What follows belongs to an exercise in optimizing a design on an open flow for small area, a short achievable clock period and few clock cycles; a production flow would make more cautious choices.
The RTL was checked by simulation tests, not by an equivalence proof against the original design.
Power figures rest on the tool's default switching activity, not on a simulated workload.

===== flow/design.v =====
module ant_codec (
    input  wire       clk,
    input  wire       rst,
    input  wire       cmd_valid,
    output wire       cmd_ready,
    input  wire [1:0] cmd_op,
    input  wire [7:0] cmd_byte,
    input  wire [8:0] cmd_len,
    output reg        rsp_valid,
    output reg  [3:0] rsp_code,
    output reg  [7:0] rsp_id,
    output reg  [7:0] rsp_plen,
    output reg  [8:0] rsp_count,
    output reg        pl_valid,
    output reg  [7:0] pl_byte,
    output reg        tx_valid,
    output reg  [7:0] tx_byte,
    output wire [8:0] rx_level
);
    localparam [7:0] SYNC  = 8'hA4;
    localparam integer DEPTH = 320;
    localparam [1:0] OP_PUSH = 2'd0, OP_DECODE = 2'd1, OP_DROP = 2'd2, OP_ENCODE = 2'd3;
    localparam [3:0] R_ACCEPTED   = 4'd0,
                     R_OVERRUN    = 4'd1,
                     R_NOFRAME    = 4'd2,
                     R_INCOMPLETE = 4'd3,
                     R_CHKERR     = 4'd4,
                     R_VALID      = 4'd5,
                     R_DROPPED    = 4'd6,
                     R_ENC_OK     = 4'd7,
                     R_ENC_LONG   = 4'd8;
    localparam [3:0] S_IDLE    = 4'd0,
                     S_SCAN    = 4'd1,
                     S_LEN     = 4'd2,
                     S_SUM     = 4'd3,
                     S_PAY     = 4'd4,
                     S_CONSUME = 4'd5,
                     S_E_LEN   = 4'd6,
                     S_E_ID    = 4'd7,
                     S_E_PAY   = 4'd8,
                     S_E_CHK   = 4'd9;
    reg [3:0] state;
    reg [7:0] rxbuf [0:DEPTH-1];
    reg [8:0] rd_ptr;
    reg [8:0] wr_ptr;
    reg [8:0] count;
    assign rx_level = count;
    reg [8:0] idx;       
    reg [8:0] sync_at;   
    reg [8:0] total;     
    reg [7:0] plen;      
    reg [7:0] msg_id;
    reg [7:0] sum;
    reg [7:0] enc_len;
    reg [7:0] enc_left;
    reg [7:0] enc_id;
    reg [7:0] enc_sum;
    function [8:0] wrap_add;
        input [8:0] a;
        input [8:0] b;
        reg   [9:0] s;
        begin
            s = {1'b0, a} + {1'b0, b};
            if (s >= DEPTH)
                wrap_add = s - DEPTH;
            else
                wrap_add = s[8:0];
        end
    endfunction
    wire [8:0] rd_addr = wrap_add(rd_ptr, idx);
    wire [7:0] rd_byte = rxbuf[rd_addr];
    assign cmd_ready = (state == S_IDLE) || (state == S_E_PAY);
    wire cmd_fire = cmd_valid && cmd_ready;
    wire [8:0] drop_n = (cmd_len > count) ? count : cmd_len;
    always @(posedge clk) begin
        if (!rst && state == S_IDLE && cmd_fire && cmd_op == OP_PUSH && count != DEPTH)
            rxbuf[wr_ptr] <= cmd_byte;
    end
    always @(posedge clk) begin
        if (rst) begin
            state     <= S_IDLE;
            rd_ptr    <= 9'd0;
            wr_ptr    <= 9'd0;
            count     <= 9'd0;
            idx       <= 9'd0;
            sync_at   <= 9'd0;
            total     <= 9'd0;
            plen      <= 8'd0;
            msg_id    <= 8'd0;
            sum       <= 8'd0;
            enc_len   <= 8'd0;
            enc_left  <= 8'd0;
            enc_id    <= 8'd0;
            enc_sum   <= 8'd0;
            rsp_valid <= 1'b0;
            rsp_code  <= 4'd0;
            rsp_id    <= 8'd0;
            rsp_plen  <= 8'd0;
            rsp_count <= 9'd0;
            pl_valid  <= 1'b0;
            pl_byte   <= 8'd0;
            tx_valid  <= 1'b0;
            tx_byte   <= 8'd0;
        end else begin
            rsp_valid <= 1'b0;
            pl_valid  <= 1'b0;
            tx_valid  <= 1'b0;
            case (state)
            S_IDLE: begin
                if (cmd_fire) begin
                    case (cmd_op)
                    OP_PUSH: begin
                        rsp_valid <= 1'b1;
                        if (count == DEPTH) begin
                            rsp_code <= R_OVERRUN;
                        end else begin
                            rsp_code <= R_ACCEPTED;
                            wr_ptr   <= wrap_add(wr_ptr, 9'd1);
                            count    <= count + 9'd1;
                        end
                    end
                    OP_DECODE: begin
                        idx   <= 9'd0;
                        state <= S_SCAN;
                    end
                    OP_DROP: begin
                        rsp_valid <= 1'b1;
                        rsp_code  <= R_DROPPED;
                        rsp_count <= drop_n;
                        rd_ptr    <= wrap_add(rd_ptr, drop_n);
                        count     <= count - drop_n;
                    end
                    OP_ENCODE: begin
                        if (cmd_len > 9'd255) begin
                            rsp_valid <= 1'b1;
                            rsp_code  <= R_ENC_LONG;
                        end else begin
                            tx_valid <= 1'b1;
                            tx_byte  <= SYNC;
                            enc_len  <= cmd_len[7:0];
                            enc_left <= cmd_len[7:0];
                            enc_id   <= cmd_byte;
                            enc_sum  <= SYNC ^ cmd_len[7:0] ^ cmd_byte;
                            state    <= S_E_LEN;
                        end
                    end
                    endcase
                end
            end
            S_SCAN: begin
                if (idx == count) begin
                    rsp_valid <= 1'b1;
                    rsp_code  <= R_NOFRAME;
                    state     <= S_IDLE;
                end else if (rd_byte == SYNC) begin
                    sync_at <= idx;
                    idx     <= idx + 9'd1;
                    state   <= S_LEN;
                end else begin
                    idx <= idx + 9'd1;
                end
            end
            S_LEN: begin
                if (idx == count) begin
                    rsp_valid <= 1'b1;
                    rsp_code  <= R_INCOMPLETE;
                    state     <= S_IDLE;
                end else if ({1'b0, sync_at} + {2'b00, rd_byte} + 10'd4 > {1'b0, count}) begin
                    rsp_valid <= 1'b1;
                    rsp_code  <= R_INCOMPLETE;
                    state     <= S_IDLE;
                end else begin
                    plen  <= rd_byte;
                    total <= {1'b0, rd_byte} + 9'd4;
                    sum   <= SYNC ^ rd_byte;
                    idx   <= idx + 9'd1;
                    state <= S_SUM;
                end
            end
            S_SUM: begin
                if (idx == sync_at + 9'd2)
                    msg_id <= rd_byte;
                if (idx == sync_at + total - 9'd1) begin
                    if ((sum ^ rd_byte) != 8'd0) begin
                        rsp_valid <= 1'b1;
                        rsp_code  <= R_CHKERR;
                        rsp_count <= sync_at + total;
                        rd_ptr    <= wrap_add(rd_ptr, sync_at + total);
                        count     <= count - (sync_at + total);
                        state     <= S_IDLE;
                    end else begin
                        idx   <= sync_at + 9'd3;
                        state <= (plen == 8'd0) ? S_CONSUME : S_PAY;
                    end
                end else begin
                    sum <= sum ^ rd_byte;
                    idx <= idx + 9'd1;
                end
            end
            S_PAY: begin
                pl_valid <= 1'b1;
                pl_byte  <= rd_byte;
                idx      <= idx + 9'd1;
                if (idx == sync_at + {1'b0, plen} + 9'd2)
                    state <= S_CONSUME;
            end
            S_CONSUME: begin
                rsp_valid <= 1'b1;
                rsp_code  <= R_VALID;
                rsp_id    <= msg_id;
                rsp_plen  <= plen;
                rsp_count <= sync_at + total;
                rd_ptr    <= wrap_add(rd_ptr, sync_at + total);
                count     <= count - (sync_at + total);
                state     <= S_IDLE;
            end
            S_E_LEN: begin
                tx_valid <= 1'b1;
                tx_byte  <= enc_len;
                state    <= S_E_ID;
            end
            S_E_ID: begin
                tx_valid <= 1'b1;
                tx_byte  <= enc_id;
                state    <= (enc_len == 8'd0) ? S_E_CHK : S_E_PAY;
            end
            S_E_PAY: begin
                if (cmd_fire) begin
                    tx_valid <= 1'b1;
                    tx_byte  <= cmd_byte;
                    enc_sum  <= enc_sum ^ cmd_byte;
                    enc_left <= enc_left - 8'd1;
                    if (enc_left == 8'd1)
                        state <= S_E_CHK;
                end
            end
            S_E_CHK: begin
                tx_valid  <= 1'b1;
                tx_byte   <= enc_sum;
                rsp_valid <= 1'b1;
                rsp_code  <= R_ENC_OK;
                state     <= S_IDLE;
            end
            default: state <= S_IDLE;
            endcase
        end
    end
endmodule

===== flow/run.sh =====
#!/bin/bash
# synth_recipe.tcl (not shown) runs the flow's synth.tcl, then flattens the netlist and writes it again
# the make line also repeats each setting of config.mk as NAME=value (left out here)
make -C /OpenROAD-flow-scripts/flow DESIGN_CONFIG=/design/flow/config.mk WORK_HOME=/design/flow/orfs CLKGATE_MAP_FILE= SYNTH_SCRIPT=/design/flow/synth_recipe.tcl finish

===== flow/config.mk =====
export PLATFORM = sky130hd
export DESIGN_NAME = ant_codec
export DESIGN_NICKNAME = ant_codec
export VERILOG_FILES = /design/flow/design.v
export SDC_FILE = /design/flow/constraint.sdc
export NUM_CORES = 4
export LEC_CHECK = 0
export CAP_MARGIN = 20
export CORE_MARGIN = 2
export CORE_UTILIZATION = 40
export PLACE_DENSITY = 0.6
export SLEW_MARGIN = 20

===== flow/constraint.sdc =====
create_clock -name core_clock -period 10.0 [get_ports {clk}]
set_input_delay 2.0000 -clock core_clock [delete_from_list [all_inputs] [get_ports {clk}]]
set_output_delay 2.0000 -clock core_clock [all_outputs]
set_load 0.01 [all_outputs]

==> flow_summary.rst <==
.. list-table::
   :header-rows: 1

   * - Metric
     - Value
   * - Path type of the worst min-delay path
     - reg -> reg
   * - Antenna Nets Post-Route
     - 0
   * - Clock sinks
     - between 2000 and 3000
   * - Final setup vio count
     - 0
   * - Vias in the first global route
     - 60954
   * - Max stage delay on crit path
     - approximately 1.1 ns
   * - Maximum number of pins on one net before global-route repair
     - between 200 and 250
   * - Overall global routing resource usage
     - 0.2157
   * - Combinational share of power
     - 0.210
   * - Cell chosen for the clock root
     - clkbuf_16
   * - Worst-Skew Late Latency
     - slightly below 0.9 ns
   * - Sequential power share
     - 0.433
   * - Slowest CP cell
     - o21ai_0
   * - Cell count of the worst reg-to-reg path
     - 35
   * - Total standard cell area after synthesis
     - roughly 110000 um2
   * - Highest Clock Rate
     - 102.9 MHz
   * - First-pass GRT wire length
     - 447200 um
   * - Worst path required time
     - 10.77 ns
   * - Worst slew margin
     - 0.09147
   * - Initial antenna violation count
     - 15
   * - Worst voltage drop across the vdd grid
     - roughly 0.15 mV
   * - Launching element type of the critical path
     - flop
   * - Grt ovf
     - 0
   * - Outcome
     - no timing/DRC/antenna violations
   * - Worst setup EP type
     - flop
   * - Commonest cells after routing, fill and taps aside
     - 2560 x edfxtp_1, 688 x mux4_2, 521 x nor2_1, 514 x nand2_1, 289 x clkbuf_16
   * - Initial DRC Count
     - 7947
   * - TritonCTS clock tree
     - done
   * - Critical Path Fanout Max
     - 15
   * - Sum of internal, switching and leakage power
     - 29.11 mW
   * - Final Max Tran Viols
     - 0
   * - Mean post-synth cell area
     - about 18 um2
   * - Reg clk slew, reported paths
     - around 0.060 ns
   * - Synth Warn #
     - 1
   * - Nets@finish
     - between 6000 and 7000
   * - Time the final worst path needs with I/O delays and setup
     - roughly 10 ns
   * - Core outline area
     - 278700 um2
   * - Final instance area
     - 126800 um2
   * - Via count
     - approximately 61000
   * - Max-cap check violation count
     - 0
   * - Maximum count of clock buffers along a single path
     - 4
   * - Chip Height
     - ~530 um
   * - Aggregate routed wire length
     - between 300000 and 400000 um
   * - Commonest non-fill, non-tap cell in the layout
     - edfxtp_1
   * - Post-synth cell types
     - 97
   * - Sequential element share of the synthesized area
     - 0.7159
   * - Net Sw Frac
     - 0.2729
   * - Cts bufs inserted
     - 284
   * - Number of cells upsized or downsized after cts
     - 0
   * - Number of buffers and inverters on the critical path
     - 7
   * - Vias per inst
     - 5.884
   * - Post-Syn Nets
     - around 6400
   * - Count of hold buffers inserted by post-cts repair
     - 0
   * - Placement row count
     - 194
   * - Internal power component
     - 21.17 mW
   * - TritonRoute pass-1 iters
     - 6
   * - Hold Vio Cnt, Final
     - 0
   * - Post-Route Setup TNS
     - 0 ns
   * - Starting density of the core
     - 0.4014
   * - Static leakage power
     - 40.78 nW
   * - Most frequently used flop master after synthesis
     - edfxtp_1
   * - Fraction of registers with async set/reset
     - 0
   * - Number of flip-flops and latches in the synthesized netlist
     - between 2000 and 3000
   * - Routed wire length per instance
     - roughly 30 um
   * - Cell seen most often among critical-path stages
     - o21ai_0
   * - Switching power summed over all nets
     - about 7.9 mW
   * - Detailed-route DRC error count
     - 0
   * - Global placer's final weighted congestion
     - 0.8898
   * - RSZ-0062 raised after global routing
     - no
   * - Arrival time reported for the critical path endpoint
     - 10.49 ns
   * - Cell family contributing the most delay on the critical path
     - compound AO/OA/AOI/OAI gates
   * - Die Wd
     - 532.8 um
   * - Crit share post-route
     - 0.9718
   * - Part of the total power dissipated in the clock network
     - 0.358
   * - Number of levels in the clock H-tree
     - 5
   * - WS Path Type
     - reg -> reg
   * - Area Overhead vs Synth
     - 13.36%
   * - Buffers inserted during post-CTS setup optimization
     - 0
   * - Die Area
     - ~280000 um2
   * - Post-place instance area
     - 117800 um2
   * - Count of buffers inserted at the top-level ports
     - between 70 and 80
   * - Pwr Density
     - around 230 nW/um2
   * - Cells on Worst Hold Path
     - 2
   * - Filler cells
     - roughly 24000
   * - Number of enable-type register cells in the synthesized netlist
     - 2560
   * - Top Ports
     - 80
   * - Share of cells above drive strength 1
     - 0.2092
   * - Worst-case clock skew
     - ~0.054 ns
   * - Number of instances in the synthesized netlist
     - 6235
   * - Count of cell instances traversed by the critical path
     - 35
   * - Pin slew with the least headroom to its limit
     - roughly 1.3 ns
   * - Dpl hpwl
     - about 190000 um
[final timing paths]
kind / to / start / slack [ns]
hold reg to reg: rsp_plen[5]$_SDFFE_PP0P_ / rsp_plen[5]$_SDFFE_PP0P_ / 0.46
setup reg to reg: idx[1]$_SDFFE_PP0P_ / rd_ptr[1]$_SDFFE_PP0P_ / 0.28
hold / removal: rsp_plen[5]$_SDFFE_PP0P_ / rsp_plen[5]$_SDFFE_PP0P_ / 0.46
setup / recovery: idx[1]$_SDFFE_PP0P_ / rd_ptr[1]$_SDFFE_PP0P_ / 0.28
[cells by family (layout without fill, tap and decap cells)]
kind of cell	Yosys count	in the layout	synth area share
other	0	5	0
buffers and inverters	449	848	0.01806
and+or+nand+nor	1349	1349	0.05111
DFF	2720	2720	0.7159
AOI/OAI and AO/OA	637	637	0.03869
adders and majority gates	120	120	0.01389
xor gates and xnor gates	125	125	0.01004
muxes	835	835	0.1524
[metal layers]
metal  up-vias  share of wire  GRT usage
met5         -       0.000084          0
met4         4          0.037    0.07966
met3       567          0.087    0.04204
met2      2947           0.46     0.3331
met1     32129           0.41     0.3040
li1      25332              -          -
[metrics by stage]
| stage | setup slack, ns | instances | hold slack, ns | util |
|---|---|---|---|---|
| 5_1_grt | 0.07771 | 10359 | 0.4765 | 0.4550 |
| 4_1_cts | 0.6010 | 10357 | 0.4561 | 0.4550 |
| 6_report | 0.2819 | 10363 | 0.4565 | 0.4550 |
| 3_5_place_dp | 0.6227 | 9854 | 0.4479 | 0.4227 |
| 2_1_floorplan | 1.706 | 6235 | 0.4315 | - |
| 3_3_place_gp | 0.6828 | 9853 | 0.4421 | 0.4227 |
[worst reg2reg max path: cells and delay by family, from the launching register on]
kind,cells,cell delay (ns)
compound gates,13,3.84
xor+xnor,1,0.17
fa+ha+maj,5,2.17
buf+inv,7,1.25
flops,1,0.53
mux,2,0.63
simple gates,7,1.02
[power groups by stage]
stage,sequential [mW],clock (mW),combinational [mW]
2_1_floorplan,12.8,0,4.05
3_3_place_gp,12.8,0,6.09
3_5_place_dp,12.8,0,6.11
4_1_cts,12.6,10.6,6.14
5_1_grt,12.6,11.0,6.48
6_report,12.6,10.4,6.11
[Yosys cell counts, drive strengths merged (45+ instances only)]
cell type / instances / area (um2)
a21oi: 180 / 900.9
buf: 137 / 849.6
clkbuf: 233 / 874.6
dfxtp: 160 / 3203
edfxtp: 2560 / 76870
ha: 113 / 1414
inv: 79 / 296.5
mux2: 48 / 544.3
mux2i: 99 / 1003
mux4: 688 / 15490
nand2: 528 / 1992
nand3: 112 / 570.6
nor2: 523 / 1963
o21ai: 96 / 495.5
xnor2: 78 / 683.2
xor2: 45 / 394.1
[registers in the layout (all words and copies together) (netlist names), 9 cells and up]
name / count
count: 9
idx: 9
rd_ptr: 9
rsp_count: 9
rxbuf: 2560
sync_at: 9
wr_ptr: 9
[cell type report]
type                       instances  area, um2  share of cell area
clock inverter                   161       1553             0.01225
antenna                            5      12.51          0.00009867
clock buffer                     342       7441             0.05868
tap                             3724       4659             0.03675
multi-input combinational       3066      30050              0.2369
sequential                      2720      80080              0.6315
timing repair buffer             266       2718             0.02143
inverter                          79      296.5            0.002339
Testbench counts, summed over its fixed seeds: cycles 119,250.

port drivers added, routing unchanged:
Ports are ideal in the flow. The routed layout listed here was re-timed in OpenROAD. Step 1: set_driving_cell puts a clkbuf_16 on clk and a buf_2 on each other input, an assumption about the parent block. Step 2 moves the port delays by t, midway between the first and last clock arrival at a register: inputs arrive t later, outputs are due t later. That takes back most of the time a late clock gives input paths. Three values: ideal, step 1, step 2; two values: the first two.
t, ns: 0.961
setup WS [ns]: 0.282 / 0.282 / 0.282
slew at the worst register clock pin (ns): 0.07 / 0.07
worst slew at a driven data input, ns: 0.11
cell pins on the clock port's net: 1
After both steps setup and hold are still met in this run. The setup slack of this run moves by 0.000 ns with the drivers and by 0.000 ns with both steps.
